What follows belongs to an exercise in optimizing a design on an open flow for small area and a short achievable clock period; a production flow would make more cautious choices. The RTL was checked by simulation tests, not by an equivalence proof against the original design. Power figures rest on the tool's default switching activity, not on a simulated workload.

### config.mk
export PLATFORM = sky130hd
export DESIGN_NAME = chk4_accum
export DESIGN_NICKNAME = chk4_accum
export VERILOG_FILES = /design/flow/design.v
export SDC_FILE = /design/flow/constraint.sdc
export NUM_CORES = 4
export LEC_CHECK = 0
export CAP_MARGIN = 20
export CORE_MARGIN = 2
export CORE_UTILIZATION = 65
export CTS_BUF_LIST = sky130_fd_sc_hd__clkbuf_4 sky130_fd_sc_hd__clkbuf_8
export SLEW_MARGIN = 20
export SYNTH_HIERARCHICAL = 1
export SYNTH_MINIMUM_KEEP_SIZE = 0
export TNS_END_PERCENT = 0
### constraint.sdc
create_clock -name core_clock -period 28.0 [get_ports {clk}]
set_input_delay 5.6000 -clock core_clock [delete_from_list [all_inputs] [get_ports {clk}]]
set_output_delay 5.6000 -clock core_clock [all_outputs]
set_load 0.01 [all_outputs]
### design.v
module chk4_accum (
    input  wire        clk,
    input  wire        rst,         
    input  wire        init,        
    input  wire [2:0]  in_cnt,      
    input  wire [31:0] in_data,     
    output wire [31:0] chk_value,
    output wire [31:0] byte_count
);
    reg [18:0] ra;
    reg [19:0] rb;
    reg [15:0] ri;
    reg [31:0] bc;
    wire z  = rst | init;              
    wire nz = ~z;
    wire c4 = in_cnt[2] & ~rst;        
    wire c1 = in_cnt[0] & ~in_cnt[2] & ~rst;
    wire c2 = in_cnt[1] & ~in_cnt[2] & ~rst;
    wire h1 = c1 & ~c2;
    wire h2 = c2 & ~c1;
    wire h3 = c1 & c2;
    wire h4 = c4;
    wire h13 = c1;
    wire h23 = c2;
    wire h24 = h2 | h4;
    wire h34 = h3 | h4;
    wire e1 = h1 | h2 | h3 | h4;       
    wire e2 = h2 | h3 | h4;
    wire e3 = h3 | h4;
    wire e4 = h4;
    wire [2:0] k = {c4, c2, c1};
    wire g1 = h1 & nz;
    wire g2 = h2 & nz;
    wire g3 = h3 & nz;
    wire g4 = h4 & nz;
    wire g13 = h13 & nz;
    wire g23 = h23 & nz;
    wire g34 = h34 & nz;
    wire [3:0] ca = h4 ? (z ? 4'd10 : 4'd6) :
                    h3 ? (z ? 4'd6  : 4'd3) :
                    h2 ? (z ? 4'd3  : 4'd1) :
                    h1 ? (z ? 4'd1  : 4'd0) : 4'd0;
    wire [4:0] cb = h4 ? (z ? 5'd21 : 5'd10) :
                    h3 ? (z ? 5'd11 : 5'd4)  :
                    h2 ? (z ? 5'd5  : 5'd1)  :
                    h1 ? (z ? 5'd2  : 5'd0)  : (z ? 5'd1 : 5'd0);
    wire fa1, fa2;
    chk4_fa ufa1 (.a(ra[1]), .b(ra[16]), .c(ra[17]), .s(fa1), .co(fa2));
    wire fa3, fa4;
    chk4_fa ufa3 (.a(ra[2]), .b(ra[16]), .c(ra[17]), .s(fa3), .co(fa4));
    wire fa5, fa6;
    chk4_fa ufa5 (.a(ra[18]), .b(fa2), .c(fa3), .s(fa5), .co(fa6));
    wire fa7, fa8;
    chk4_fa ufa7 (.a(ra[3]), .b(ra[17]), .c(ra[18]), .s(fa7), .co(fa8));
    wire fa9, fa10;
    chk4_fa ufa9 (.a(fa4), .b(fa7), .c(fa6), .s(fa9), .co(fa10));
    wire fa11, fa12;
    chk4_fa ufa11 (.a(ra[4]), .b(ra[16]), .c(ra[18]), .s(fa11), .co(fa12));
    wire fa13, fa14;
    chk4_fa ufa13 (.a(fa8), .b(fa11), .c(fa10), .s(fa13), .co(fa14));
    wire fa15, fa16;
    chk4_fa ufa15 (.a(ra[5]), .b(ra[17]), .c(fa12), .s(fa15), .co(fa16));
    wire fa17, fa18;
    chk4_fa ufa17 (.a(ra[6]), .b(ra[18]), .c(fa16), .s(fa17), .co(fa18));
    wire fa19, fa20;
    chk4_ha ufa19 (.a(ra[0]), .b(ra[16]), .s(fa19), .co(fa20));
    wire fa21, fa22;
    chk4_ha ufa21 (.a(fa1), .b(fa20), .s(fa21), .co(fa22));
    wire fa23, fa24;
    chk4_ha ufa23 (.a(fa5), .b(fa22), .s(fa23), .co(fa24));
    wire fa25, fa26;
    chk4_ha ufa25 (.a(fa9), .b(fa24), .s(fa25), .co(fa26));
    wire fa27, fa28;
    chk4_ha ufa27 (.a(fa13), .b(fa26), .s(fa27), .co(fa28));
    wire fa29, fa30;
    chk4_fa ufa29 (.a(fa14), .b(fa15), .c(fa28), .s(fa29), .co(fa30));
    wire fa31, fa32;
    chk4_ha ufa31 (.a(fa17), .b(fa30), .s(fa31), .co(fa32));
    wire fa33, fa34;
    chk4_fa ufa33 (.a(ra[7]), .b(fa18), .c(fa32), .s(fa33), .co(fa34));
    wire fa35 = ~ra[8];
    wire fa36, fa37;
    chk4_ha ufa36 (.a(ra[9]), .b(ra[8]), .s(fa36), .co(fa37));
    wire fa38, fa39;
    chk4_ha ufa38 (.a(ra[10]), .b(fa37), .s(fa38), .co(fa39));
    wire fa40, fa41;
    chk4_ha ufa40 (.a(ra[11]), .b(fa39), .s(fa40), .co(fa41));
    wire fa42, fa43;
    chk4_ha ufa42 (.a(ra[12]), .b(fa41), .s(fa42), .co(fa43));
    wire fa44, fa45;
    chk4_ha ufa44 (.a(ra[13]), .b(fa43), .s(fa44), .co(fa45));
    wire fa46, fa47;
    chk4_ha ufa46 (.a(ra[14]), .b(fa45), .s(fa46), .co(fa47));
    wire fa48, fa49;
    chk4_ha ufa48 (.a(ra[15]), .b(fa47), .s(fa48), .co(fa49));
    wire fa50 = fa34 ? fa35 : ra[8];
    wire fa51 = fa34 ? fa36 : ra[9];
    wire fa52 = fa34 ? fa38 : ra[10];
    wire fa53 = fa34 ? fa40 : ra[11];
    wire fa54 = fa34 ? fa42 : ra[12];
    wire fa55 = fa34 ? fa44 : ra[13];
    wire fa56 = fa34 ? fa46 : ra[14];
    wire fa57 = fa34 ? fa48 : ra[15];
    wire fa58 = fa34 ? fa49 : 1'b0;
    wire [16:0] far = {fa58, fa57, fa56, fa55, fa54, fa53, fa52, fa51, fa50, fa33, fa31, fa29, fa27, fa25, fa23, fa21, fa19};
    wire fb1, fb2;
    chk4_fa ufb1 (.a(rb[1]), .b(rb[16]), .c(rb[17]), .s(fb1), .co(fb2));
    wire fb3, fb4;
    chk4_fa ufb3 (.a(rb[2]), .b(rb[16]), .c(rb[17]), .s(fb3), .co(fb4));
    wire fb5, fb6;
    chk4_fa ufb5 (.a(rb[18]), .b(fb2), .c(fb3), .s(fb5), .co(fb6));
    wire fb7, fb8;
    chk4_fa ufb7 (.a(rb[3]), .b(rb[17]), .c(rb[18]), .s(fb7), .co(fb8));
    wire fb9, fb10;
    chk4_fa ufb9 (.a(rb[19]), .b(fb4), .c(fb7), .s(fb9), .co(fb10));
    wire fb11, fb12;
    chk4_fa ufb11 (.a(rb[4]), .b(rb[16]), .c(rb[18]), .s(fb11), .co(fb12));
    wire fb13, fb14;
    chk4_fa ufb13 (.a(rb[19]), .b(fb8), .c(fb11), .s(fb13), .co(fb14));
    wire fb15, fb16;
    chk4_fa ufb15 (.a(rb[5]), .b(rb[17]), .c(rb[19]), .s(fb15), .co(fb16));
    wire fb17, fb18;
    chk4_fa ufb17 (.a(fb12), .b(fb15), .c(fb14), .s(fb17), .co(fb18));
    wire fb19, fb20;
    chk4_fa ufb19 (.a(rb[6]), .b(rb[18]), .c(fb16), .s(fb19), .co(fb20));
    wire fb21, fb22;
    chk4_fa ufb21 (.a(rb[7]), .b(rb[19]), .c(fb20), .s(fb21), .co(fb22));
    wire fb23, fb24;
    chk4_ha ufb23 (.a(rb[0]), .b(rb[16]), .s(fb23), .co(fb24));
    wire fb25, fb26;
    chk4_ha ufb25 (.a(fb1), .b(fb24), .s(fb25), .co(fb26));
    wire fb27, fb28;
    chk4_ha ufb27 (.a(fb5), .b(fb26), .s(fb27), .co(fb28));
    wire fb29, fb30;
    chk4_fa ufb29 (.a(fb6), .b(fb9), .c(fb28), .s(fb29), .co(fb30));
    wire fb31, fb32;
    chk4_fa ufb31 (.a(fb10), .b(fb13), .c(fb30), .s(fb31), .co(fb32));
    wire fb33, fb34;
    chk4_ha ufb33 (.a(fb17), .b(fb32), .s(fb33), .co(fb34));
    wire fb35, fb36;
    chk4_fa ufb35 (.a(fb18), .b(fb19), .c(fb34), .s(fb35), .co(fb36));
    wire fb37, fb38;
    chk4_ha ufb37 (.a(fb21), .b(fb36), .s(fb37), .co(fb38));
    wire fb39, fb40;
    chk4_ha ufb39 (.a(rb[8]), .b(fb22), .s(fb39), .co(fb40));
    wire fb41, fb42;
    chk4_ha ufb41 (.a(rb[9]), .b(fb40), .s(fb41), .co(fb42));
    wire fb43, fb44;
    chk4_ha ufb43 (.a(rb[10]), .b(fb42), .s(fb43), .co(fb44));
    wire fb45, fb46;
    chk4_ha ufb45 (.a(rb[11]), .b(fb44), .s(fb45), .co(fb46));
    wire fb47, fb48;
    chk4_ha ufb47 (.a(rb[12]), .b(fb46), .s(fb47), .co(fb48));
    wire fb49, fb50;
    chk4_ha ufb49 (.a(rb[13]), .b(fb48), .s(fb49), .co(fb50));
    wire fb51, fb52;
    chk4_ha ufb51 (.a(rb[14]), .b(fb50), .s(fb51), .co(fb52));
    wire fb53, fb54;
    chk4_ha ufb53 (.a(rb[15]), .b(fb52), .s(fb53), .co(fb54));
    wire fb55 = ~(rb[8] ^ fb22);
    wire fb56 = rb[8] | fb22;
    wire fb57, fb58;
    chk4_ha ufb57 (.a(rb[9]), .b(fb56), .s(fb57), .co(fb58));
    wire fb59, fb60;
    chk4_ha ufb59 (.a(rb[10]), .b(fb58), .s(fb59), .co(fb60));
    wire fb61, fb62;
    chk4_ha ufb61 (.a(rb[11]), .b(fb60), .s(fb61), .co(fb62));
    wire fb63, fb64;
    chk4_ha ufb63 (.a(rb[12]), .b(fb62), .s(fb63), .co(fb64));
    wire fb65, fb66;
    chk4_ha ufb65 (.a(rb[13]), .b(fb64), .s(fb65), .co(fb66));
    wire fb67, fb68;
    chk4_ha ufb67 (.a(rb[14]), .b(fb66), .s(fb67), .co(fb68));
    wire fb69, fb70;
    chk4_ha ufb69 (.a(rb[15]), .b(fb68), .s(fb69), .co(fb70));
    wire fb71 = fb38 ? fb55 : fb39;
    wire fb72 = fb38 ? fb57 : fb41;
    wire fb73 = fb38 ? fb59 : fb43;
    wire fb74 = fb38 ? fb61 : fb45;
    wire fb75 = fb38 ? fb63 : fb47;
    wire fb76 = fb38 ? fb65 : fb49;
    wire fb77 = fb38 ? fb67 : fb51;
    wire fb78 = fb38 ? fb69 : fb53;
    wire fb79 = fb38 ? fb70 : fb54;
    wire [16:0] fbr = {fb79, fb78, fb77, fb76, fb75, fb74, fb73, fb72, fb71, fb37, fb35, fb33, fb31, fb29, fb27, fb25, fb23};
    wire xa1, xa2;
    chk4_ha uxa1 (.a((nz & far[0])), .b((g13 & ri[0])), .s(xa1), .co(xa2));
    wire xa3, xa4;
    chk4_fa uxa3 (.a((nz & far[1])), .b(((g23 & ri[0]))), .c((g13 & ri[1])), .s(xa3), .co(xa4));
    wire xa5, xa6;
    chk4_ha uxa5 (.a(ca[1]), .b((e1 & in_data[1])), .s(xa5), .co(xa6));
    wire xa7, xa8;
    chk4_fa uxa7 (.a((nz & far[2])), .b(((g23 & ri[1]) | (g4 & ri[0]))), .c((g13 & ri[2])), .s(xa7), .co(xa8));
    wire xa9, xa10;
    chk4_fa uxa9 (.a(ca[2]), .b((e1 & in_data[2])), .c((e2 & in_data[10])), .s(xa9), .co(xa10));
    wire xa11, xa12;
    chk4_fa uxa11 (.a((nz & far[3])), .b(((g23 & ri[2]) | (g4 & ri[1]))), .c((g13 & ri[3])), .s(xa11), .co(xa12));
    wire xa13, xa14;
    chk4_fa uxa13 (.a(ca[3]), .b((e1 & in_data[3])), .c((e2 & in_data[11])), .s(xa13), .co(xa14));
    wire xa15, xa16;
    chk4_fa uxa15 (.a((nz & far[4])), .b(((g23 & ri[3]) | (g4 & ri[2]))), .c((g13 & ri[4])), .s(xa15), .co(xa16));
    wire xa17, xa18;
    chk4_ha uxa17 (.a((e1 & in_data[4])), .b((e2 & in_data[12])), .s(xa17), .co(xa18));
    wire xa19, xa20;
    chk4_fa uxa19 (.a((nz & far[5])), .b(((g23 & ri[4]) | (g4 & ri[3]))), .c((g13 & ri[5])), .s(xa19), .co(xa20));
    wire xa21, xa22;
    chk4_ha uxa21 (.a((e1 & in_data[5])), .b((e2 & in_data[13])), .s(xa21), .co(xa22));
    wire xa23, xa24;
    chk4_fa uxa23 (.a((nz & far[6])), .b(((g23 & ri[5]) | (g4 & ri[4]))), .c((g13 & ri[6])), .s(xa23), .co(xa24));
    wire xa25, xa26;
    chk4_ha uxa25 (.a((e1 & in_data[6])), .b((e2 & in_data[14])), .s(xa25), .co(xa26));
    wire xa27, xa28;
    chk4_fa uxa27 (.a((nz & far[7])), .b(((g23 & ri[6]) | (g4 & ri[5]))), .c((g13 & ri[7])), .s(xa27), .co(xa28));
    wire xa29, xa30;
    chk4_ha uxa29 (.a((e1 & in_data[7])), .b((e2 & in_data[15])), .s(xa29), .co(xa30));
    wire xa31, xa32;
    chk4_fa uxa31 (.a(ca[0]), .b((e1 & in_data[0])), .c((e2 & in_data[8])), .s(xa31), .co(xa32));
    wire xa33, xa34;
    chk4_fa uxa33 (.a((e2 & in_data[9])), .b((e3 & in_data[17])), .c((e4 & in_data[25])), .s(xa33), .co(xa34));
    wire xa35, xa36;
    chk4_ha uxa35 (.a(xa2), .b(xa5), .s(xa35), .co(xa36));
    wire xa37, xa38;
    chk4_fa uxa37 (.a((e3 & in_data[18])), .b((e4 & in_data[26])), .c(xa6), .s(xa37), .co(xa38));
    wire xa39, xa40;
    chk4_fa uxa39 (.a(xa4), .b(xa7), .c(xa9), .s(xa39), .co(xa40));
    wire xa41, xa42;
    chk4_fa uxa41 (.a((e3 & in_data[19])), .b((e4 & in_data[27])), .c(xa8), .s(xa41), .co(xa42));
    wire xa43, xa44;
    chk4_fa uxa43 (.a(xa10), .b(xa11), .c(xa13), .s(xa43), .co(xa44));
    wire xa45, xa46;
    chk4_fa uxa45 (.a((e3 & in_data[20])), .b((e4 & in_data[28])), .c(xa17), .s(xa45), .co(xa46));
    wire xa47, xa48;
    chk4_fa uxa47 (.a(xa12), .b(xa14), .c(xa15), .s(xa47), .co(xa48));
    wire xa49, xa50;
    chk4_fa uxa49 (.a((e3 & in_data[21])), .b((e4 & in_data[29])), .c(xa18), .s(xa49), .co(xa50));
    wire xa51, xa52;
    chk4_fa uxa51 (.a(xa21), .b(xa16), .c(xa19), .s(xa51), .co(xa52));
    wire xa53, xa54;
    chk4_fa uxa53 (.a((e3 & in_data[22])), .b((e4 & in_data[30])), .c(xa22), .s(xa53), .co(xa54));
    wire xa55, xa56;
    chk4_fa uxa55 (.a(xa25), .b(xa20), .c(xa23), .s(xa55), .co(xa56));
    wire xa57, xa58;
    chk4_fa uxa57 (.a((e3 & in_data[23])), .b((e4 & in_data[31])), .c(xa26), .s(xa57), .co(xa58));
    wire xa59, xa60;
    chk4_fa uxa59 (.a(xa29), .b(xa24), .c(xa27), .s(xa59), .co(xa60));
    wire xa61, xa62;
    chk4_fa uxa61 (.a((nz & far[8])), .b(((g23 & ri[7]) | (g4 & ri[6]))), .c((g13 & ri[8])), .s(xa61), .co(xa62));
    wire xa63, xa64;
    chk4_ha uxa63 (.a(xa30), .b(xa28), .s(xa63), .co(xa64));
    wire xa65, xa66;
    chk4_ha uxa65 (.a((nz & far[9])), .b(((g23 & ri[8]) | (g4 & ri[7]))), .s(xa65), .co(xa66));
    wire xa67, xa68;
    chk4_ha uxa67 (.a((e3 & in_data[16])), .b((e4 & in_data[24])), .s(xa67), .co(xa68));
    wire xa69, xa70;
    chk4_fa uxa69 (.a(xa32), .b(xa33), .c(xa3), .s(xa69), .co(xa70));
    wire xa71, xa72;
    chk4_fa uxa71 (.a(xa34), .b(xa36), .c(xa37), .s(xa71), .co(xa72));
    wire xa73, xa74;
    chk4_fa uxa73 (.a(xa38), .b(xa40), .c(xa41), .s(xa73), .co(xa74));
    wire xa75, xa76;
    chk4_fa uxa75 (.a(xa45), .b(xa42), .c(xa44), .s(xa75), .co(xa76));
    wire xa77, xa78;
    chk4_fa uxa77 (.a(xa46), .b(xa49), .c(xa48), .s(xa77), .co(xa78));
    wire xa79, xa80;
    chk4_fa uxa79 (.a(xa50), .b(xa53), .c(xa52), .s(xa79), .co(xa80));
    wire xa81, xa82;
    chk4_fa uxa81 (.a(xa54), .b(xa57), .c(xa56), .s(xa81), .co(xa82));
    wire xa83, xa84;
    chk4_fa uxa83 (.a(xa61), .b(xa58), .c(xa63), .s(xa83), .co(xa84));
    wire xa85, xa86;
    chk4_fa uxa85 (.a((g13 & ri[9])), .b(xa65), .c(xa62), .s(xa85), .co(xa86));
    wire xa87, xa88;
    chk4_fa uxa87 (.a((nz & far[10])), .b(((g23 & ri[9]) | (g4 & ri[8]))), .c((g13 & ri[10])), .s(xa87), .co(xa88));
    wire xa89, xa90;
    chk4_ha uxa89 (.a((nz & far[11])), .b(((g23 & ri[10]) | (g4 & ri[9]))), .s(xa89), .co(xa90));
    wire xa91, xa92;
    chk4_ha uxa91 (.a((nz & far[12])), .b(((g23 & ri[11]) | (g4 & ri[10]))), .s(xa91), .co(xa92));
    wire xa93, xa94;
    chk4_ha uxa93 (.a((nz & far[13])), .b(((g23 & ri[12]) | (g4 & ri[11]))), .s(xa93), .co(xa94));
    wire xa95, xa96;
    chk4_ha uxa95 (.a((nz & far[14])), .b(((g23 & ri[13]) | (g4 & ri[12]))), .s(xa95), .co(xa96));
    wire xa97, xa98;
    chk4_ha uxa97 (.a((nz & far[15])), .b(((g23 & ri[14]) | (g4 & ri[13]))), .s(xa97), .co(xa98));
    wire xa99, xa100;
    chk4_ha uxa99 (.a(xa67), .b(xa1), .s(xa99), .co(xa100));
    wire xa101, xa102;
    chk4_fa uxa101 (.a(xa68), .b(xa35), .c(xa69), .s(xa101), .co(xa102));
    wire xa103, xa104;
    chk4_fa uxa103 (.a(xa70), .b(xa39), .c(xa71), .s(xa103), .co(xa104));
    wire xa105, xa106;
    chk4_fa uxa105 (.a(xa43), .b(xa72), .c(xa73), .s(xa105), .co(xa106));
    wire xa107, xa108;
    chk4_fa uxa107 (.a(xa47), .b(xa74), .c(xa75), .s(xa107), .co(xa108));
    wire xa109, xa110;
    chk4_fa uxa109 (.a(xa51), .b(xa76), .c(xa77), .s(xa109), .co(xa110));
    wire xa111, xa112;
    chk4_fa uxa111 (.a(xa55), .b(xa78), .c(xa79), .s(xa111), .co(xa112));
    wire xa113, xa114;
    chk4_fa uxa113 (.a(xa59), .b(xa80), .c(xa81), .s(xa113), .co(xa114));
    wire xa115, xa116;
    chk4_fa uxa115 (.a(xa60), .b(xa83), .c(xa82), .s(xa115), .co(xa116));
    wire xa117, xa118;
    chk4_fa uxa117 (.a(xa64), .b(xa85), .c(xa84), .s(xa117), .co(xa118));
    wire xa119, xa120;
    chk4_fa uxa119 (.a(xa66), .b(xa87), .c(xa86), .s(xa119), .co(xa120));
    wire xa121, xa122;
    chk4_fa uxa121 (.a((g13 & ri[11])), .b(xa89), .c(xa88), .s(xa121), .co(xa122));
    wire xa123, xa124;
    chk4_fa uxa123 (.a((g13 & ri[12])), .b(xa90), .c(xa91), .s(xa123), .co(xa124));
    wire xa125, xa126;
    chk4_fa uxa125 (.a((g13 & ri[13])), .b(xa92), .c(xa93), .s(xa125), .co(xa126));
    wire xa127, xa128;
    chk4_fa uxa127 (.a((g13 & ri[14])), .b(xa94), .c(xa95), .s(xa127), .co(xa128));
    wire xa129, xa130;
    chk4_fa uxa129 (.a((g13 & ri[15])), .b(xa96), .c(xa97), .s(xa129), .co(xa130));
    wire xa131, xa132;
    chk4_fa uxa131 (.a((nz & far[16])), .b(((g23 & ri[15]) | (g4 & ri[14]))), .c(xa98), .s(xa131), .co(xa132));
    wire xa133, xa134;
    chk4_ha uxa133 (.a(xa99), .b(xa31), .s(xa133), .co(xa134));
    wire xa135, xa136;
    chk4_fa uxa135 (.a(xa100), .b(xa101), .c(xa134), .s(xa135), .co(xa136));
    wire xa137, xa138;
    chk4_fa uxa137 (.a(xa102), .b(xa103), .c(xa136), .s(xa137), .co(xa138));
    wire xa139, xa140;
    chk4_fa uxa139 (.a(xa104), .b(xa105), .c(xa138), .s(xa139), .co(xa140));
    wire xa141, xa142;
    chk4_fa uxa141 (.a(xa106), .b(xa107), .c(xa140), .s(xa141), .co(xa142));
    wire xa143, xa144;
    chk4_fa uxa143 (.a(xa108), .b(xa109), .c(xa142), .s(xa143), .co(xa144));
    wire xa145, xa146;
    chk4_fa uxa145 (.a(xa110), .b(xa111), .c(xa144), .s(xa145), .co(xa146));
    wire xa147, xa148;
    chk4_fa uxa147 (.a(xa112), .b(xa113), .c(xa146), .s(xa147), .co(xa148));
    wire xa149, xa150;
    chk4_ha uxa149 (.a(xa114), .b(xa115), .s(xa149), .co(xa150));
    wire xa151, xa152;
    chk4_fa uxa151 (.a(xa116), .b(xa117), .c(xa150), .s(xa151), .co(xa152));
    wire xa153, xa154;
    chk4_fa uxa153 (.a(xa118), .b(xa119), .c(xa152), .s(xa153), .co(xa154));
    wire xa155, xa156;
    chk4_fa uxa155 (.a(xa120), .b(xa121), .c(xa154), .s(xa155), .co(xa156));
    wire xa157, xa158;
    chk4_fa uxa157 (.a(xa122), .b(xa123), .c(xa156), .s(xa157), .co(xa158));
    wire xa159, xa160;
    chk4_fa uxa159 (.a(xa124), .b(xa125), .c(xa158), .s(xa159), .co(xa160));
    wire xa161 = ~(xa114 ^ xa115);
    wire xa162 = xa114 | xa115;
    wire xa163, xa164;
    chk4_fa uxa163 (.a(xa116), .b(xa117), .c(xa162), .s(xa163), .co(xa164));
    wire xa165, xa166;
    chk4_fa uxa165 (.a(xa118), .b(xa119), .c(xa164), .s(xa165), .co(xa166));
    wire xa167, xa168;
    chk4_fa uxa167 (.a(xa120), .b(xa121), .c(xa166), .s(xa167), .co(xa168));
    wire xa169, xa170;
    chk4_fa uxa169 (.a(xa122), .b(xa123), .c(xa168), .s(xa169), .co(xa170));
    wire xa171, xa172;
    chk4_fa uxa171 (.a(xa124), .b(xa125), .c(xa170), .s(xa171), .co(xa172));
    wire xa173 = xa148 ? xa161 : xa149;
    wire xa174 = xa148 ? xa163 : xa151;
    wire xa175 = xa148 ? xa165 : xa153;
    wire xa176 = xa148 ? xa167 : xa155;
    wire xa177 = xa148 ? xa169 : xa157;
    wire xa178 = xa148 ? xa171 : xa159;
    wire xa179 = xa160 | (xa148 & xa172);
    wire xa180, xa181;
    chk4_ha uxa180 (.a(xa126), .b(xa127), .s(xa180), .co(xa181));
    wire xa182, xa183;
    chk4_fa uxa182 (.a(xa128), .b(xa129), .c(xa181), .s(xa182), .co(xa183));
    wire xa184, xa185;
    chk4_fa uxa184 (.a(xa130), .b(xa131), .c(xa183), .s(xa184), .co(xa185));
    wire xa186, xa187;
    chk4_fa uxa186 (.a(xa132), .b(((g4 & ri[15]))), .c(xa185), .s(xa186), .co(xa187));
    wire xa188 = ~(xa126 ^ xa127);
    wire xa189 = xa126 | xa127;
    wire xa190, xa191;
    chk4_fa uxa190 (.a(xa128), .b(xa129), .c(xa189), .s(xa190), .co(xa191));
    wire xa192, xa193;
    chk4_fa uxa192 (.a(xa130), .b(xa131), .c(xa191), .s(xa192), .co(xa193));
    wire xa194, xa195;
    chk4_fa uxa194 (.a(xa132), .b(((g4 & ri[15]))), .c(xa193), .s(xa194), .co(xa195));
    wire xa196 = xa179 ? xa188 : xa180;
    wire xa197 = xa179 ? xa190 : xa182;
    wire xa198 = xa179 ? xa192 : xa184;
    wire xa199 = xa179 ? xa194 : xa186;
    wire xa200 = xa179 ? xa195 : xa187;
    wire [18:0] sa = {xa200, xa199, xa198, xa197, xa196, xa178, xa177, xa176, xa175, xa174, xa173, xa147, xa145, xa143, xa141, xa139, xa137, xa135, xa133};
    wire xb1, xb2;
    chk4_ha uxb1 (.a((nz & fbr[0])), .b((g13 & far[0])), .s(xb1), .co(xb2));
    wire xb3, xb4;
    chk4_fa uxb3 (.a((nz & fbr[1])), .b(((g23 & far[0]))), .c((g13 & far[1])), .s(xb3), .co(xb4));
    wire xb5, xb6;
    chk4_ha uxb5 (.a(((g1 & ri[1]) | (g2 & ri[0]))), .b(((g2 & ri[1]) | (g34 & ri[0]))), .s(xb5), .co(xb6));
    wire xb7, xb8;
    chk4_fa uxb7 (.a((nz & fbr[2])), .b(((g23 & far[1]) | (g4 & far[0]))), .c((g13 & far[2])), .s(xb7), .co(xb8));
    wire xb9, xb10;
    chk4_fa uxb9 (.a(((g1 & ri[2]) | (g2 & ri[1]) | (g3 & ri[0]))), .b(((g2 & ri[2]) | (g34 & ri[1]))), .c(cb[2]), .s(xb9), .co(xb10));
    wire xb11, xb12;
    chk4_fa uxb11 (.a((nz & fbr[3])), .b(((g23 & far[2]) | (g4 & far[1]))), .c((g13 & far[3])), .s(xb11), .co(xb12));
    wire xb13, xb14;
    chk4_fa uxb13 (.a(((g1 & ri[3]) | (g2 & ri[2]) | (g3 & ri[1]) | (g4 & ri[0]))), .b(((g2 & ri[3]) | (g34 & ri[2]))), .c(cb[3]), .s(xb13), .co(xb14));
    wire xb15, xb16;
    chk4_fa uxb15 (.a((nz & fbr[4])), .b(((g23 & far[3]) | (g4 & far[2]))), .c((g13 & far[4])), .s(xb15), .co(xb16));
    wire xb17, xb18;
    chk4_fa uxb17 (.a(((g1 & ri[4]) | (g2 & ri[3]) | (g3 & ri[2]) | (g4 & ri[1]))), .b(((g2 & ri[4]) | (g34 & ri[3]))), .c(cb[4]), .s(xb17), .co(xb18));
    wire xb19, xb20;
    chk4_fa uxb19 (.a((nz & fbr[5])), .b(((g23 & far[4]) | (g4 & far[3]))), .c((g13 & far[5])), .s(xb19), .co(xb20));
    wire xb21, xb22;
    chk4_ha uxb21 (.a(((g1 & ri[5]) | (g2 & ri[4]) | (g3 & ri[3]) | (g4 & ri[2]))), .b(((g2 & ri[5]) | (g34 & ri[4]))), .s(xb21), .co(xb22));
    wire xb23, xb24;
    chk4_fa uxb23 (.a((nz & fbr[6])), .b(((g23 & far[5]) | (g4 & far[4]))), .c((g13 & far[6])), .s(xb23), .co(xb24));
    wire xb25, xb26;
    chk4_ha uxb25 (.a(((g1 & ri[6]) | (g2 & ri[5]) | (g3 & ri[4]) | (g4 & ri[3]))), .b(((g2 & ri[6]) | (g34 & ri[5]))), .s(xb25), .co(xb26));
    wire xb27, xb28;
    chk4_fa uxb27 (.a((nz & fbr[7])), .b(((g23 & far[6]) | (g4 & far[5]))), .c((g13 & far[7])), .s(xb27), .co(xb28));
    wire xb29, xb30;
    chk4_ha uxb29 (.a(((g1 & ri[7]) | (g2 & ri[6]) | (g3 & ri[5]) | (g4 & ri[4]))), .b(((g2 & ri[7]) | (g34 & ri[6]))), .s(xb29), .co(xb30));
    wire xb31, xb32;
    chk4_ha uxb31 (.a((nz & fbr[8])), .b(((g23 & far[7]) | (g4 & far[6]))), .s(xb31), .co(xb32));
    wire xb33, xb34;
    chk4_fa uxb33 (.a(((g1 & ri[0]))), .b(((g2 & ri[0]))), .c(cb[0]), .s(xb33), .co(xb34));
    wire xb35, xb36;
    chk4_ha uxb35 (.a(((h1 & in_data[0]))), .b(((h2 & in_data[8]))), .s(xb35), .co(xb36));
    wire xb37, xb38;
    chk4_fa uxb37 (.a(cb[1]), .b(((h1 & in_data[1]) | (h23 & in_data[0]))), .c(((h2 & in_data[9]) | (h34 & in_data[8]))), .s(xb37), .co(xb38));
    wire xb39, xb40;
    chk4_fa uxb39 (.a(((h3 & in_data[1]) | (h4 & in_data[9]))), .b(((h3 & in_data[17]) | (h4 & in_data[16]))), .c((h4 & in_data[25])), .s(xb39), .co(xb40));
    wire xb41, xb42;
    chk4_ha uxb41 (.a(xb2), .b(xb5), .s(xb41), .co(xb42));
    wire xb43, xb44;
    chk4_fa uxb43 (.a(((h1 & in_data[2]) | (h23 & in_data[1]) | (h4 & in_data[0]))), .b(((h2 & in_data[10]) | (h34 & in_data[9]))), .c(((h3 & in_data[2]) | (h4 & in_data[10]))), .s(xb43), .co(xb44));
    wire xb45, xb46;
    chk4_fa uxb45 (.a(((h3 & in_data[18]) | (h4 & in_data[17]))), .b((h4 & in_data[26])), .c(xb6), .s(xb45), .co(xb46));
    wire xb47, xb48;
    chk4_fa uxb47 (.a(xb4), .b(xb7), .c(xb9), .s(xb47), .co(xb48));
    wire xb49, xb50;
    chk4_fa uxb49 (.a(((h1 & in_data[3]) | (h23 & in_data[2]) | (h4 & in_data[1]))), .b(((h2 & in_data[11]) | (h34 & in_data[10]))), .c(((h3 & in_data[3]) | (h4 & in_data[11]))), .s(xb49), .co(xb50));
    wire xb51, xb52;
    chk4_fa uxb51 (.a(((h3 & in_data[19]) | (h4 & in_data[18]))), .b((h4 & in_data[27])), .c(xb8), .s(xb51), .co(xb52));
    wire xb53, xb54;
    chk4_fa uxb53 (.a(xb10), .b(xb11), .c(xb13), .s(xb53), .co(xb54));
    wire xb55, xb56;
    chk4_fa uxb55 (.a(((h1 & in_data[4]) | (h23 & in_data[3]) | (h4 & in_data[2]))), .b(((h2 & in_data[12]) | (h34 & in_data[11]))), .c(((h3 & in_data[4]) | (h4 & in_data[12]))), .s(xb55), .co(xb56));
    wire xb57, xb58;
    chk4_fa uxb57 (.a(((h3 & in_data[20]) | (h4 & in_data[19]))), .b((h4 & in_data[28])), .c(xb12), .s(xb57), .co(xb58));
    wire xb59, xb60;
    chk4_fa uxb59 (.a(xb14), .b(xb15), .c(xb17), .s(xb59), .co(xb60));
    wire xb61, xb62;
    chk4_fa uxb61 (.a(((h1 & in_data[5]) | (h23 & in_data[4]) | (h4 & in_data[3]))), .b(((h2 & in_data[13]) | (h34 & in_data[12]))), .c(((h3 & in_data[5]) | (h4 & in_data[13]))), .s(xb61), .co(xb62));
    wire xb63, xb64;
    chk4_fa uxb63 (.a(((h3 & in_data[21]) | (h4 & in_data[20]))), .b((h4 & in_data[29])), .c(xb21), .s(xb63), .co(xb64));
    wire xb65, xb66;
    chk4_fa uxb65 (.a(xb16), .b(xb18), .c(xb19), .s(xb65), .co(xb66));
    wire xb67, xb68;
    chk4_fa uxb67 (.a(((h1 & in_data[6]) | (h23 & in_data[5]) | (h4 & in_data[4]))), .b(((h2 & in_data[14]) | (h34 & in_data[13]))), .c(((h3 & in_data[6]) | (h4 & in_data[14]))), .s(xb67), .co(xb68));
    wire xb69, xb70;
    chk4_fa uxb69 (.a(((h3 & in_data[22]) | (h4 & in_data[21]))), .b((h4 & in_data[30])), .c(xb22), .s(xb69), .co(xb70));
    wire xb71, xb72;
    chk4_fa uxb71 (.a(xb25), .b(xb20), .c(xb23), .s(xb71), .co(xb72));
    wire xb73, xb74;
    chk4_fa uxb73 (.a(((h1 & in_data[7]) | (h23 & in_data[6]) | (h4 & in_data[5]))), .b(((h2 & in_data[15]) | (h34 & in_data[14]))), .c(((h3 & in_data[7]) | (h4 & in_data[15]))), .s(xb73), .co(xb74));
    wire xb75, xb76;
    chk4_fa uxb75 (.a(((h3 & in_data[23]) | (h4 & in_data[22]))), .b((h4 & in_data[31])), .c(xb26), .s(xb75), .co(xb76));
    wire xb77, xb78;
    chk4_fa uxb77 (.a(xb29), .b(xb24), .c(xb27), .s(xb77), .co(xb78));
    wire xb79, xb80;
    chk4_fa uxb79 (.a((g13 & far[8])), .b(((g1 & ri[8]) | (g2 & ri[7]) | (g3 & ri[6]) | (g4 & ri[5]))), .c(((g2 & ri[8]) | (g34 & ri[7]))), .s(xb79), .co(xb80));
    wire xb81, xb82;
    chk4_fa uxb81 (.a(((h23 & in_data[7]) | (h4 & in_data[6]))), .b(((h34 & in_data[15]))), .c(((h4 & in_data[23]))), .s(xb81), .co(xb82));
    wire xb83, xb84;
    chk4_fa uxb83 (.a(xb30), .b(xb31), .c(xb28), .s(xb83), .co(xb84));
    wire xb85, xb86;
    chk4_fa uxb85 (.a((nz & fbr[9])), .b(((g23 & far[8]) | (g4 & far[7]))), .c((g13 & far[9])), .s(xb85), .co(xb86));
    wire xb87, xb88;
    chk4_fa uxb87 (.a(((g1 & ri[9]) | (g2 & ri[8]) | (g3 & ri[7]) | (g4 & ri[6]))), .b(((g2 & ri[9]) | (g34 & ri[8]))), .c(((h4 & in_data[7]))), .s(xb87), .co(xb88));
    wire xb89, xb90;
    chk4_ha uxb89 (.a((nz & fbr[10])), .b(((g23 & far[9]) | (g4 & far[8]))), .s(xb89), .co(xb90));
    wire xb91, xb92;
    chk4_fa uxb91 (.a(((h3 & in_data[0]) | (h4 & in_data[8]))), .b(((h3 & in_data[16]))), .c((h4 & in_data[24])), .s(xb91), .co(xb92));
    wire xb93, xb94;
    chk4_fa uxb93 (.a(xb36), .b(xb34), .c(xb37), .s(xb93), .co(xb94));
    wire xb95, xb96;
    chk4_ha uxb95 (.a(xb39), .b(xb3), .s(xb95), .co(xb96));
    wire xb97, xb98;
    chk4_fa uxb97 (.a(xb38), .b(xb40), .c(xb43), .s(xb97), .co(xb98));
    wire xb99, xb100;
    chk4_fa uxb99 (.a(xb42), .b(xb45), .c(xb47), .s(xb99), .co(xb100));
    wire xb101, xb102;
    chk4_fa uxb101 (.a(xb44), .b(xb49), .c(xb46), .s(xb101), .co(xb102));
    wire xb103, xb104;
    chk4_fa uxb103 (.a(xb48), .b(xb51), .c(xb53), .s(xb103), .co(xb104));
    wire xb105, xb106;
    chk4_fa uxb105 (.a(xb50), .b(xb55), .c(xb52), .s(xb105), .co(xb106));
    wire xb107, xb108;
    chk4_fa uxb107 (.a(xb54), .b(xb57), .c(xb59), .s(xb107), .co(xb108));
    wire xb109, xb110;
    chk4_fa uxb109 (.a(xb56), .b(xb61), .c(xb63), .s(xb109), .co(xb110));
    wire xb111, xb112;
    chk4_fa uxb111 (.a(xb58), .b(xb60), .c(xb65), .s(xb111), .co(xb112));
    wire xb113, xb114;
    chk4_fa uxb113 (.a(xb62), .b(xb67), .c(xb64), .s(xb113), .co(xb114));
    wire xb115, xb116;
    chk4_fa uxb115 (.a(xb69), .b(xb66), .c(xb71), .s(xb115), .co(xb116));
    wire xb117, xb118;
    chk4_fa uxb117 (.a(xb68), .b(xb73), .c(xb70), .s(xb117), .co(xb118));
    wire xb119, xb120;
    chk4_fa uxb119 (.a(xb75), .b(xb72), .c(xb77), .s(xb119), .co(xb120));
    wire xb121, xb122;
    chk4_fa uxb121 (.a(xb74), .b(xb79), .c(xb81), .s(xb121), .co(xb122));
    wire xb123, xb124;
    chk4_fa uxb123 (.a(xb76), .b(xb78), .c(xb83), .s(xb123), .co(xb124));
    wire xb125, xb126;
    chk4_fa uxb125 (.a(xb32), .b(xb80), .c(xb82), .s(xb125), .co(xb126));
    wire xb127, xb128;
    chk4_fa uxb127 (.a(xb85), .b(xb87), .c(xb84), .s(xb127), .co(xb128));
    wire xb129, xb130;
    chk4_fa uxb129 (.a((g13 & far[10])), .b(((g1 & ri[10]) | (g2 & ri[9]) | (g3 & ri[8]) | (g4 & ri[7]))), .c(((g2 & ri[10]) | (g34 & ri[9]))), .s(xb129), .co(xb130));
    wire xb131, xb132;
    chk4_fa uxb131 (.a(xb89), .b(xb86), .c(xb88), .s(xb131), .co(xb132));
    wire xb133, xb134;
    chk4_fa uxb133 (.a((nz & fbr[11])), .b(((g23 & far[10]) | (g4 & far[9]))), .c((g13 & far[11])), .s(xb133), .co(xb134));
    wire xb135, xb136;
    chk4_fa uxb135 (.a(((g1 & ri[11]) | (g2 & ri[10]) | (g3 & ri[9]) | (g4 & ri[8]))), .b(((g2 & ri[11]) | (g34 & ri[10]))), .c(xb90), .s(xb135), .co(xb136));
    wire xb137, xb138;
    chk4_fa uxb137 (.a((nz & fbr[12])), .b(((g23 & far[11]) | (g4 & far[10]))), .c((g13 & far[12])), .s(xb137), .co(xb138));
    wire xb139, xb140;
    chk4_ha uxb139 (.a(((g1 & ri[12]) | (g2 & ri[11]) | (g3 & ri[10]) | (g4 & ri[9]))), .b(((g2 & ri[12]) | (g34 & ri[11]))), .s(xb139), .co(xb140));
    wire xb141, xb142;
    chk4_fa uxb141 (.a((nz & fbr[13])), .b(((g23 & far[12]) | (g4 & far[11]))), .c((g13 & far[13])), .s(xb141), .co(xb142));
    wire xb143, xb144;
    chk4_ha uxb143 (.a(((g1 & ri[13]) | (g2 & ri[12]) | (g3 & ri[11]) | (g4 & ri[10]))), .b(((g2 & ri[13]) | (g34 & ri[12]))), .s(xb143), .co(xb144));
    wire xb145, xb146;
    chk4_fa uxb145 (.a((nz & fbr[14])), .b(((g23 & far[13]) | (g4 & far[12]))), .c((g13 & far[14])), .s(xb145), .co(xb146));
    wire xb147, xb148;
    chk4_ha uxb147 (.a(((g1 & ri[14]) | (g2 & ri[13]) | (g3 & ri[12]) | (g4 & ri[11]))), .b(((g2 & ri[14]) | (g34 & ri[13]))), .s(xb147), .co(xb148));
    wire xb149, xb150;
    chk4_fa uxb149 (.a((nz & fbr[15])), .b(((g23 & far[14]) | (g4 & far[13]))), .c((g13 & far[15])), .s(xb149), .co(xb150));
    wire xb151, xb152;
    chk4_ha uxb151 (.a(((g1 & ri[15]) | (g2 & ri[14]) | (g3 & ri[13]) | (g4 & ri[12]))), .b(((g2 & ri[15]) | (g34 & ri[14]))), .s(xb151), .co(xb152));
    wire xb153, xb154;
    chk4_fa uxb153 (.a((nz & fbr[16])), .b(((g23 & far[15]) | (g4 & far[14]))), .c((g13 & far[16])), .s(xb153), .co(xb154));
    wire xb155, xb156;
    chk4_ha uxb155 (.a(((g2 & ri[15]) | (g3 & ri[14]) | (g4 & ri[13]))), .b(((g34 & ri[15]))), .s(xb155), .co(xb156));
    wire xb157, xb158;
    chk4_ha uxb157 (.a(xb35), .b(xb1), .s(xb157), .co(xb158));
    wire xb159, xb160;
    chk4_fa uxb159 (.a(xb92), .b(xb41), .c(xb95), .s(xb159), .co(xb160));
    wire xb161, xb162;
    chk4_fa uxb161 (.a(xb96), .b(xb94), .c(xb97), .s(xb161), .co(xb162));
    wire xb163, xb164;
    chk4_fa uxb163 (.a(xb98), .b(xb101), .c(xb100), .s(xb163), .co(xb164));
    wire xb165, xb166;
    chk4_fa uxb165 (.a(xb102), .b(xb105), .c(xb104), .s(xb165), .co(xb166));
    wire xb167, xb168;
    chk4_fa uxb167 (.a(xb109), .b(xb106), .c(xb108), .s(xb167), .co(xb168));
    wire xb169, xb170;
    chk4_fa uxb169 (.a(xb110), .b(xb113), .c(xb112), .s(xb169), .co(xb170));
    wire xb171, xb172;
    chk4_fa uxb171 (.a(xb114), .b(xb117), .c(xb116), .s(xb171), .co(xb172));
    wire xb173, xb174;
    chk4_fa uxb173 (.a(xb121), .b(xb118), .c(xb120), .s(xb173), .co(xb174));
    wire xb175, xb176;
    chk4_fa uxb175 (.a(xb122), .b(xb125), .c(xb124), .s(xb175), .co(xb176));
    wire xb177, xb178;
    chk4_fa uxb177 (.a(xb129), .b(xb126), .c(xb131), .s(xb177), .co(xb178));
    wire xb179, xb180;
    chk4_fa uxb179 (.a(xb130), .b(xb133), .c(xb135), .s(xb179), .co(xb180));
    wire xb181, xb182;
    chk4_fa uxb181 (.a(xb139), .b(xb134), .c(xb137), .s(xb181), .co(xb182));
    wire xb183, xb184;
    chk4_fa uxb183 (.a(xb140), .b(xb143), .c(xb138), .s(xb183), .co(xb184));
    wire xb185, xb186;
    chk4_fa uxb185 (.a(xb144), .b(xb147), .c(xb142), .s(xb185), .co(xb186));
    wire xb187, xb188;
    chk4_fa uxb187 (.a(xb148), .b(xb151), .c(xb146), .s(xb187), .co(xb188));
    wire xb189, xb190;
    chk4_fa uxb189 (.a(xb152), .b(xb155), .c(xb150), .s(xb189), .co(xb190));
    wire xb191, xb192;
    chk4_fa uxb191 (.a(((g23 & far[16]) | (g4 & far[15]))), .b(((g3 & ri[15]) | (g4 & ri[14]))), .c(xb156), .s(xb191), .co(xb192));
    wire xb193, xb194;
    chk4_ha uxb193 (.a(xb91), .b(xb33), .s(xb193), .co(xb194));
    wire xb195, xb196;
    chk4_fa uxb195 (.a(xb158), .b(xb93), .c(xb159), .s(xb195), .co(xb196));
    wire xb197, xb198;
    chk4_fa uxb197 (.a(xb160), .b(xb161), .c(xb99), .s(xb197), .co(xb198));
    wire xb199, xb200;
    chk4_fa uxb199 (.a(xb162), .b(xb103), .c(xb163), .s(xb199), .co(xb200));
    wire xb201, xb202;
    chk4_fa uxb201 (.a(xb107), .b(xb164), .c(xb165), .s(xb201), .co(xb202));
    wire xb203, xb204;
    chk4_fa uxb203 (.a(xb111), .b(xb166), .c(xb167), .s(xb203), .co(xb204));
    wire xb205, xb206;
    chk4_fa uxb205 (.a(xb115), .b(xb168), .c(xb169), .s(xb205), .co(xb206));
    wire xb207, xb208;
    chk4_fa uxb207 (.a(xb119), .b(xb170), .c(xb171), .s(xb207), .co(xb208));
    wire xb209, xb210;
    chk4_fa uxb209 (.a(xb123), .b(xb172), .c(xb173), .s(xb209), .co(xb210));
    wire xb211, xb212;
    chk4_fa uxb211 (.a(xb127), .b(xb174), .c(xb175), .s(xb211), .co(xb212));
    wire xb213, xb214;
    chk4_fa uxb213 (.a(xb128), .b(xb177), .c(xb176), .s(xb213), .co(xb214));
    wire xb215, xb216;
    chk4_fa uxb215 (.a(xb132), .b(xb179), .c(xb178), .s(xb215), .co(xb216));
    wire xb217, xb218;
    chk4_fa uxb217 (.a(xb136), .b(xb181), .c(xb180), .s(xb217), .co(xb218));
    wire xb219, xb220;
    chk4_fa uxb219 (.a(xb141), .b(xb182), .c(xb183), .s(xb219), .co(xb220));
    wire xb221, xb222;
    chk4_fa uxb221 (.a(xb145), .b(xb184), .c(xb185), .s(xb221), .co(xb222));
    wire xb223, xb224;
    chk4_fa uxb223 (.a(xb149), .b(xb186), .c(xb187), .s(xb223), .co(xb224));
    wire xb225, xb226;
    chk4_fa uxb225 (.a(xb153), .b(xb188), .c(xb189), .s(xb225), .co(xb226));
    wire xb227, xb228;
    chk4_fa uxb227 (.a(xb154), .b(xb191), .c(xb190), .s(xb227), .co(xb228));
    wire xb229, xb230;
    chk4_fa uxb229 (.a(((g4 & far[16]))), .b(((g4 & ri[15]))), .c(xb192), .s(xb229), .co(xb230));
    wire xb231, xb232;
    chk4_ha uxb231 (.a(xb193), .b(xb157), .s(xb231), .co(xb232));
    wire xb233, xb234;
    chk4_fa uxb233 (.a(xb194), .b(xb195), .c(xb232), .s(xb233), .co(xb234));
    wire xb235, xb236;
    chk4_fa uxb235 (.a(xb196), .b(xb197), .c(xb234), .s(xb235), .co(xb236));
    wire xb237, xb238;
    chk4_fa uxb237 (.a(xb198), .b(xb199), .c(xb236), .s(xb237), .co(xb238));
    wire xb239, xb240;
    chk4_fa uxb239 (.a(xb200), .b(xb201), .c(xb238), .s(xb239), .co(xb240));
    wire xb241, xb242;
    chk4_fa uxb241 (.a(xb202), .b(xb203), .c(xb240), .s(xb241), .co(xb242));
    wire xb243, xb244;
    chk4_fa uxb243 (.a(xb204), .b(xb205), .c(xb242), .s(xb243), .co(xb244));
    wire xb245, xb246;
    chk4_fa uxb245 (.a(xb206), .b(xb207), .c(xb244), .s(xb245), .co(xb246));
    wire xb247, xb248;
    chk4_ha uxb247 (.a(xb208), .b(xb209), .s(xb247), .co(xb248));
    wire xb249, xb250;
    chk4_fa uxb249 (.a(xb210), .b(xb211), .c(xb248), .s(xb249), .co(xb250));
    wire xb251, xb252;
    chk4_fa uxb251 (.a(xb212), .b(xb213), .c(xb250), .s(xb251), .co(xb252));
    wire xb253, xb254;
    chk4_fa uxb253 (.a(xb214), .b(xb215), .c(xb252), .s(xb253), .co(xb254));
    wire xb255, xb256;
    chk4_fa uxb255 (.a(xb216), .b(xb217), .c(xb254), .s(xb255), .co(xb256));
    wire xb257, xb258;
    chk4_fa uxb257 (.a(xb218), .b(xb219), .c(xb256), .s(xb257), .co(xb258));
    wire xb259 = ~(xb208 ^ xb209);
    wire xb260 = xb208 | xb209;
    wire xb261, xb262;
    chk4_fa uxb261 (.a(xb210), .b(xb211), .c(xb260), .s(xb261), .co(xb262));
    wire xb263, xb264;
    chk4_fa uxb263 (.a(xb212), .b(xb213), .c(xb262), .s(xb263), .co(xb264));
    wire xb265, xb266;
    chk4_fa uxb265 (.a(xb214), .b(xb215), .c(xb264), .s(xb265), .co(xb266));
    wire xb267, xb268;
    chk4_fa uxb267 (.a(xb216), .b(xb217), .c(xb266), .s(xb267), .co(xb268));
    wire xb269, xb270;
    chk4_fa uxb269 (.a(xb218), .b(xb219), .c(xb268), .s(xb269), .co(xb270));
    wire xb271 = xb246 ? xb259 : xb247;
    wire xb272 = xb246 ? xb261 : xb249;
    wire xb273 = xb246 ? xb263 : xb251;
    wire xb274 = xb246 ? xb265 : xb253;
    wire xb275 = xb246 ? xb267 : xb255;
    wire xb276 = xb246 ? xb269 : xb257;
    wire xb277 = xb258 | (xb246 & xb270);
    wire xb278, xb279;
    chk4_ha uxb278 (.a(xb220), .b(xb221), .s(xb278), .co(xb279));
    wire xb280, xb281;
    chk4_fa uxb280 (.a(xb222), .b(xb223), .c(xb279), .s(xb280), .co(xb281));
    wire xb282, xb283;
    chk4_fa uxb282 (.a(xb224), .b(xb225), .c(xb281), .s(xb282), .co(xb283));
    wire xb284, xb285;
    chk4_fa uxb284 (.a(xb226), .b(xb227), .c(xb283), .s(xb284), .co(xb285));
    wire xb286, xb287;
    chk4_fa uxb286 (.a(xb228), .b(xb229), .c(xb285), .s(xb286), .co(xb287));
    wire xb288, xb289;
    chk4_ha uxb288 (.a(xb230), .b(xb287), .s(xb288), .co(xb289));
    wire xb290 = ~(xb220 ^ xb221);
    wire xb291 = xb220 | xb221;
    wire xb292, xb293;
    chk4_fa uxb292 (.a(xb222), .b(xb223), .c(xb291), .s(xb292), .co(xb293));
    wire xb294, xb295;
    chk4_fa uxb294 (.a(xb224), .b(xb225), .c(xb293), .s(xb294), .co(xb295));
    wire xb296, xb297;
    chk4_fa uxb296 (.a(xb226), .b(xb227), .c(xb295), .s(xb296), .co(xb297));
    wire xb298, xb299;
    chk4_fa uxb298 (.a(xb228), .b(xb229), .c(xb297), .s(xb298), .co(xb299));
    wire xb300, xb301;
    chk4_ha uxb300 (.a(xb230), .b(xb299), .s(xb300), .co(xb301));
    wire xb302 = xb277 ? xb290 : xb278;
    wire xb303 = xb277 ? xb292 : xb280;
    wire xb304 = xb277 ? xb294 : xb282;
    wire xb305 = xb277 ? xb296 : xb284;
    wire xb306 = xb277 ? xb298 : xb286;
    wire xb307 = xb277 ? xb300 : xb288;
    wire [19:0] sb = {xb307, xb306, xb305, xb304, xb303, xb302, xb276, xb275, xb274, xb273, xb272, xb271, xb245, xb243, xb241, xb239, xb237, xb235, xb233, xb231};
    wire [3:0]  lo = {1'b0, bc[2:0] & {3{nz}}} + {1'b0, k};
    wire [31:0] cc;                    
    wire [31:0] cs;                    
    wire p0 = &bc[10:3];
    wire p1 = &bc[18:11];
    wire p2 = &bc[26:19];
    assign cc[3]  = lo[3];
    assign cc[11] = lo[3] & p0;
    assign cc[19] = lo[3] & p0 & p1;
    assign cc[27] = lo[3] & p0 & p1 & p2;
    genvar j;
    generate
        for (j = 3; j < 32; j = j + 1) begin : inc
            wire co;
            chk4_ha u (.a(bc[j]), .b(cc[j]), .s(cs[j]), .co(co));
            if (j != 10 && j != 18 && j != 26 && j != 31) begin : rip
                assign cc[j + 1] = co;
            end
        end
    endgenerate
    assign cc[2:0] = 3'd0;
    assign cs[2:0] = lo[2:0];
    wire [31:0] nbc = {cs[31:3] & {29{nz}}, lo[2:0]};
    wire [3:0]  ilo = {1'b0, ri[2:1] & {2{nz}}, ri[0] | z} + {1'b0, k};
    wire [16:3] ic;                    
    wire [15:3] is;
    assign ic[3] = ilo[3];
    generate
        for (j = 3; j < 16; j = j + 1) begin : iinc
            chk4_ha u (.a(ri[j]), .b(ic[j]), .s(is[j]), .co(ic[j + 1]));
        end
    endgenerate
    wire        iw = ic[16];           
    wire [4:0]  iwl = {3'd0, ilo[1:0]} + 5'd23;
    wire [15:0] ni = iw ? {11'd0, iwl} : {is[15:3] & {13{nz}}, ilo[2:0]};
    wire ga = far[16] | ((&far[15:5]) & (far[4:0] >= 5'd9));
    wire gb = fbr[16] | ((&fbr[15:5]) & (fbr[4:0] >= 5'd9));
    wire [10:0] ta = {1'b0, far[9:0]} + 11'd23;
    wire [10:0] tb = {1'b0, fbr[9:0]} + 11'd23;
    wire [15:0] oa = ga ? {6'd0, ta[9:0]} : far[15:0];
    wire [15:0] ob = gb ? {6'd0, tb[9:0]} : fbr[15:0];
    assign chk_value  = {oa, ob};
    assign byte_count = bc;
    always @(posedge clk) begin
        ra <= sa;
        rb <= sb;
        ri <= ni;
        bc <= nbc;
    end
endmodule
module chk4_fa (input wire a, input wire b, input wire c, output wire s, output wire co);
    assign s  = a ^ b ^ c;
    assign co = (a & b) | (a & c) | (b & c);
endmodule
module chk4_ha (input wire a, input wire b, output wire s, output wire co);
    assign s  = a ^ b;
    assign co = a & b;
endmodule
### flow/run.sh
#!/bin/bash
# The standard layout (standard.sh, all steps) with two changes:
# - the standard port buffering (buffer_ports, every input and output port
#   gets a buffer) uses the plain buffer sky130_fd_sc_hd__buf_1 instead of the
#   default delay buffer; timing repair may resize it;
# - timing repair is asked to leave a setup margin (the clock period and the
#   constraints are unchanged).
set -euo pipefail
here=$(pwd)
export BUFFER_PORTS_ARGS="-buffer_cell sky130_fd_sc_hd__buf_1"
export SETUP_SLACK_MARGIN=17
bash standard.sh > "$here/standard.log" 2>&1
### standard.sh
#!/bin/bash
# synth_recipe.tcl (not shown) runs the flow's synth.tcl, then flattens the netlist and writes it again
# the make line also repeats each setting of config.mk as NAME=value (left out here)
make -C /OpenROAD-flow-scripts/flow DESIGN_CONFIG=/design/flow/config.mk WORK_HOME=/design/flow/orfs CLKGATE_MAP_FILE= SYNTH_SCRIPT=/design/flow/synth_recipe.tcl "${@:-finish}"
==> summary.txt, run 1 <==
status=no timing/DRC/antenna violations; Post-synth EDFFs=0; DR iter-0 viols=661; total number of vias=8606; DRC=0; Max Slew Vio Count=0; Fin Clk Skew=22.2 ps; clk buf depth=2; setup violators final=0; Hold Vio Cnt, Final=0; Clock Pin Slew Worst Setup and Hold Paths=100 ps; num rows=48; Leak=6.62 nW; # diodes=0; Pwr Density=44.3 mW/mm²; Primary FF master, synth=dfxtp_1; xor/xnor cell area share of the yosys netlist=1.65%; Core Region=0.0174 mm²; Max Cap Violations=0; Final Critical Period=11320 ps; crit path max fanout=15; Synth top area share=38.5%; Placer Congestion=0.937; first-pass GRT wire length=46.2 mm; TNS Setup=0 ps; r2r startpoint=ra[16]$_DFF_P_; mux contribution to synthesized area=3.16%; layout cells sized above 1=16.8%; worst-margin pin slew=670 ps; area grow syn2layout=14.1%; worst setup path startpoint=in_cnt[2]; number of global-route vias before repair=8474; Num CTS Buffers=9; Yosys reg bits=87; asr flop ratio synth=0%; H-tree levels=3; commonest non-fill, non-tap cell in the layout=fa_1; Post-Syn Nets=1436; Mapped Area=0.0115 mm²; Die Wd=137 µm; Die Ht=137 µm; FF-to-FF End=rb[19]$_DFF_P_; Crit Path Category=input pin to register; startpoint types=input pin; cells on worst reg2reg path=24; Via density=6.18; fin nets=1556; initial antenna violation count=0; CTS Sinks=87; Tot Pwr=584 µW; largest net degree at the start of global routing=50; critical path arrival=11590 ps; most frequent cells in the layout=fa_1, ha_1, and2_1, buf_1, dfxtp_1; worst skew pair latency=390 ps; slew margin rel.=54.1%; maximum VDD drop=0.0538 mV; Hold Crit Class=register to register; period utilization=40.4%; die area=0.0189 mm²; WL final=30.7 mm; Worst EP required=28270 ps; Max Freq=0.0884 GHz; Cells after DPL=1311; largest family of logic cells by synthesized area=adder cells; Hold Path Depth=2; fin cells=1393; I/O Pins=102; RSZ-0062 raised after global routing=yes; worst setup path end=rb[19]$_DFF_P_; placed wire-length estimate=23.3 mm; Port Buffers=101; root buffer cell=clkbuf_8; CP Capture Type=register; wire per inst=22.1 µm; CTS tree=yes; sequential element share of the synthesized area=15.1%; Synth area leader=fa_1; complex-gate fraction of the synthesized area=10.2%; Initial Util=66.5%; Synthesis Warnings=7; Adder-Cell Fraction of Synth Area=52.9%; hold_buf cts=0; Synth Area in Simple Gates=13.5%; total gr overflow=0; GRT Total Usage=33.2%; syn_area_per_cell=11.1 µm²; Synth area leaders=fa_1, dfxtp_1, ha_1, and2_1, a22o_1; Post-Syn Instances=1043; worst reg-to-reg setup slack=18910 ps; Post-DRT Antenna Nets=0; synth unique cells=54; 1st-pass router iterations=7
## power by group
group	internal (mW)	switching (mW)	total (mW)
Clock	0.0349	0.0536	0.0884
Combinational	0.148	0.191	0.339
Sequential	0.144	0.0134	0.157
Total	0.326	0.258	0.584
## worst min-delay path by stage
| stage | start | endpoint | slack, ps |
|---|---|---|---|
| 2_1_floorplan | ri[4]$_SDFF_PP1_ | ri[4]$_SDFF_PP1_ | 550 |
| 3_3_place_gp | bc[0]$_DFF_P_ | bc[0]$_DFF_P_ | 560 |
| 3_5_place_dp | bc[29]$_DFF_P_ | bc[29]$_DFF_P_ | 570 |
| 4_1_cts | bc[29]$_DFF_P_ | bc[29]$_DFF_P_ | 600 |
| 5_1_grt | bc[27]$_DFF_P_ | bc[27]$_DFF_P_ | 620 |
| 6_report | bc[28]$_DFF_P_ | bc[28]$_DFF_P_ | 600 |
## critical path: stages
cell and delay [ps]:
buf_12 130, nor2_4 180, nand2_4 100, nor2_4 180, buf_4 150, a22o_1 160, fa_1 460, fa_2 410
fa_2 390, fa_1 590, fa_1 450, inv_1 80, ha_2 160, inv_2 40, fa_2 360, fa_2 390
fa_2 400, fa_2 380, fa_2 360, a21oi_4 280, mux2_4 330
## kinds of logic (layout without fill, tap and decap cells)
kind of cell | after synthesis | after routing
adder cells (fa/ha/maj) | 355 | 355
AND/OR/NAND/NOR | 292 | 296
AO/OA/AOI/OAI | 153 | 153
buffers and inverters | 102 | 223
flip-flops | 87 | 87
multiplexers | 34 | 34
XOR/XNOR | 20 | 20
## layout make-up
class                   count  area, µm²
multi-input cells         858       9760
fillers                  1206       4180
flip-flops and latches     87       1740
repair buffers            168       1040
well taps                 225        282
inverters                  39        151
clock buffers               9        124
clock inverters             7       70.1
## metal layers
| layer | GRT usage [%] | share of wire, % |
|---|---|---|
| met1 | 46.1 | 41 |
| met4 | 8.76 | 3.6 |
| met5 | 0 | 0 |
| met3 | 8.20 | 8.8 |
| met2 | 52.4 | 47 |
## state kept, by name, summed over array words and instances, names as in the netlist
| signal | count |
|---|---|
| bc | 32 |
| ra | 19 |
| ri | 16 |
| rb | 20 |
## timing repair
action / 4_1_cts / 5_1_grt
gates cloned: 5 / 1
setup buffers: 28 / 32
gates resized for setup: 55 / 45
pin swaps: 18 / 42
endpoints found under the setup margin: 51 / 55
## per-module statistics from Yosys, one instance, submodules excluded
module	flip-flops and latches	copies in the design	area [µm²]
chk4_accum	87	1	5670
chk4_fa	0	221	20.0
chk4_ha	0	116	12.5
## stage by stage
stage / hold slack, ps / setup WS [ps] / area (µm²) / utilization, %
3_3_place_gp: 555 / 15550 / 12100 / 69.9
2_1_floorplan: 547 / 16510 / 11800 / -
5_1_grt: 621 / 16580 / 13200 / 75.9
6_report: 596 / 16680 / 13200 / 75.9
3_5_place_dp: 573 / 15410 / 12100 / 69.9
4_1_cts: 597 / 16730 / 12800 / 73.5
## Yosys cell counts, types with 17 or more instances
cell,n
fa_1,222
ha_1,133
and2_1,120
dfxtp_1,87
nor2_1,71
a22o_1,61
clkbuf_1,42
nand2_1,39
inv_1,38
a22oi_1,25
mux2_2,20
a21oi_1,17
==> run 2: changes to the inputs <==
--- a/flow/run.sh
+++ b/flow/run.sh
@@ -10,3 +10,3 @@
 export BUFFER_PORTS_ARGS="-buffer_cell sky130_fd_sc_hd__buf_1"
-export SETUP_SLACK_MARGIN=17
+export SETUP_SLACK_MARGIN=16.5
 bash standard.sh > "$here/standard.log" 2>&1
--- a/config.mk
+++ b/config.mk
@@ -14,2 +14 @@
 export SYNTH_MINIMUM_KEEP_SIZE = 0
-export TNS_END_PERCENT = 0
==> run 2 against run 1 <==
Net effect: critical path depth unchanged; clock skew increased by 5.8 ps; synthesized area unchanged; design area decreased by 4.4%; global-route usage decreased by 0.26 points; clock power increased by 2.4%; critical path type unchanged; hold slack got worse by 13 ps; non-clock buffer count decreased by 44; sequential power about the same; first-iteration DRC count decreased by 23%.
==> summary.txt, run 2 <==
Synth top area share=38.5%; Synthesis Warnings=7; Worst EP required=28270 ps; Fin Clk Skew=28.0 ps; Num CTS Buffers=9; maximum VDD drop=0.0524 mV; CP max stage cell=fa_1; FILL cells=1278; setup violators final=0; Placer Congestion=0.984; GRT Total Usage=32.9%; H-tree levels=3; asr flop ratio synth=0%; Area after DPL=0.0121 mm²; biggest regs=bc: 32 flops, rb: 20 flops, ra: 19 flops; Hold Crit Class=register to register; Yosys reg bits=87; Synth area leaders=fa_1, dfxtp_1, ha_1, and2_1, a22o_1; most used cell, CP=fa_2; syn_area_per_cell=11.1 µm²; Post-synth EDFFs=0; Leak=6.36 nW; fin nets=1512; Hold Vio Cnt, Final=0; total number of vias=8307; TNS Setup=0 ps; Pwr Density=45.3 mW/mm²; I/O Pins=102; most frequent cells in the layout=fa_1, ha_1, and2_1, buf_1, dfxtp_1; crit path max fanout=19; CP Cell Sequence=buf_6 > or3_4 > nor3b_4 > buf_6 > a22oi_1 > nand2_1 > ha_1 > fa_1 > fa_2 > fa_1 > fa_1 > inv_1 > ha_1 > inv_1 > fa_1 > fa_2 > fa_2 > fa_2 > fa_2 > a21oi_4 > mux2_2; post-layout util=72.5%; total gr overflow=0; worst-margin pin slew=835 ps; top cells by count, synth=fa_1, ha_1, and2_1, dfxtp_1, nor2_1; CP max stage delay=520 ps; DRC=0; slew margin rel.=42.7%; CP Capture Type=register; DR iter-0 viols=512; period utilization=40.6%; Primary FF master, synth=dfxtp_1; CP bufs+invs=4; Largest delay share family, worst path=adder cells; layout cells sized above 1=11.1%; clk buf depth=2; Final Critical Period=11380 ps; Via density=6.15; Post-Syn Nets=1436; Initial Util=66.5%; Die Ht=137 µm; Core Region=0.0174 mm²; 1st-pass router iterations=6; Crit Path Category=input pin to register; synth unique cells=54; Max Slew Vio Count=0; commonest non-fill, non-tap cell in the layout=fa_1; Post-Syn Instances=1043; worst hold slack=583 ps; Synth area leader=fa_1; top-count cell post-synth=fa_1; sequential element share of the synthesized area=15.1%; WL final=29.6 mm; first-pass GRT wire length=45.7 mm; num rows=48; Die Wd=137 µm; Mapped Area=0.0115 mm²; worst skew pair latency=400 ps; CTS tree=yes; Max Cap Violations=0; startpoint types=input pin; area grow syn2layout=9.02%; CTS Sinks=87; initial antenna violation count=1; placed wire-length estimate=23.6 mm; Port Buffers=101; Clock Pin Slew Worst Setup and Hold Paths=90 ps; status=no timing/DRC/antenna violations; largest net degree at the start of global routing=50; number of global-route vias before repair=8454; wire per inst=21.9 µm; root buffer cell=clkbuf_8; RSZ-0062 raised after global routing=no; register with the most flip-flops=bc; hold_buf cts=0; critical path arrival=11650 ps; die area=0.0189 mm²; Max Freq=0.0879 GHz; Post-DRT Antenna Nets=0; final instance area=0.0126 mm²; Largest register FFs=32
## run 2: cells by family (layout without fill, tap and decap cells)
family                   Yosys count  after routing  share of synthesized area (%)
other                              0              1                              0
buffers and inverters            102            179                           3.57
flip-flops                        87             87                           15.1
adder cells (fa/ha/maj)          355            355                           52.9
AND/OR/NAND/NOR                  292            296                           13.5
multiplexers                      34             34                           3.16
XOR/XNOR                          20             20                           1.65
AO/OA/AOI/OAI                    153            153                           10.2
## run 2: through the flow
step,power [mW],cells,setup slack [ps]
CTS,0.569,1346,16510
global placement,0.465,1310,15510
detailed placement,0.473,1310,15390
global route,0.618,1349,16440
finish,0.570,1350,16620
floorplan,0.381,1043,16500
## run 2: worst reg2reg max path: stages, from the launching register on
cell,delay (ps)
dfxtp_1,520
fa_1,500
fa_1,450
ha_1,220
fa_1,380
fa_1,370
ha_1,200
fa_1,360
ha_1,380
o21ai_0,630
nor2_1,150
ha_1,360
fa_1,480
fa_1,410
fa_1,530
fa_1,480
fa_1,430
fa_1,410
fa_1,390
fa_2,350
fa_2,360
a21oi_4,220
mux2_2,370
## run 2: final cells by class
cell class / count / area [µm²] / area share [%]
repair buffers: 124 / 583 / 4.63
multi-input cells: 858 / 9630 / 76.5
inverters: 39 / 149 / 1.18
flip-flops and latches: 87 / 1740 / 13.9
clock buffers: 9 / 124 / 0.984
well taps: 225 / 282 / 2.24
diodes: 1 / 2.50 / 0.0199
clock inverters: 7 / 75.1 / 0.596
## run 2: per-layer routing
| metal | GRT usage, % | share of wire [%] | up-vias |
|---|---|---|---|
| met2 | 50.2 | 47 | 347 |
| met4 | 11.2 | 2.5 | 0 |
| met1 | 44.6 | 41 | 4207 |
| li1 | - | - | 3705 |
| met5 | 0 | 0 | - |
| met3 | 10.7 | 9.7 | 48 |
## run 2: repair_timing
item / in CTS / in global routing
pin swaps: 8 / 6
gates resized for setup: 25 / 24
cloned: 3 / 1
setup endpoints to repair: 32 / 25
buffers inserted: 17 / 2
## run 2: worst paths after layout
| path | from | end | slack (ps) | depth (start not counted) |
|---|---|---|---|---|
| min reg2reg | bc[0]$_DFF_P_ | bc[0]$_DFF_P_ | 580 | 2 |
| max | init | rb[17]$_DFF_P_ | 16620 | 21 |
| min | bc[0]$_DFF_P_ | bc[0]$_DFF_P_ | 580 | 2 |
| max reg2reg | rb[17]$_DFF_P_ | rb[17]$_DFF_P_ | 18950 | 22 |
## run 2: modules after synthesis (local to each module, per instance)
module / flops+latches / cell area [µm²]
chk4_fa: 0 / 20.0
chk4_accum: 87 / 5670
chk4_ha: 0 / 12.5
## run 2: report_power, final
part	internal (mW)	switching, mW
clock	0.0351	0.0554
sequential	0.144	0.0128
combinational	0.138	0.185

## what the ideal ports hide
The flow's constraints put no driver on any port. The routed layouts listed below were extracted and timed again, unchanged, in two steps.
Step 1 (the two cells are an assumption about what drives the block):
set clk [get_ports {clk}]
set_driving_cell -lib_cell sky130_fd_sc_hd__clkbuf_16 $clk
set_driving_cell -lib_cell sky130_fd_sc_hd__buf_2 [delete_from_list [all_inputs] $clk]
Step 2 also shifts input and output timing later by t, the mid clock arrival at the registers, as if the neighbouring blocks saw the same clock.
Slacks: ideal / step 1 / step 2; pairs: ideal / step 1.
| run | shift t [ns] | slack for setup (ns) | worst hold slack (ns) |
|---|---|---|---|
| run 1 | 0.425 | 16.682 / 16.666 / 16.240 | 0.596 / 0.596 / 0.596 |
| run 2 | 0.431 | 16.622 / 16.632 / 16.200 | 0.583 / 0.583 / 0.583 |
After both steps setup and hold are still met in every run listed. The setup slack of run 1, which loses most, moves by -0.016 ns with the drivers and by -0.442 ns with both steps.
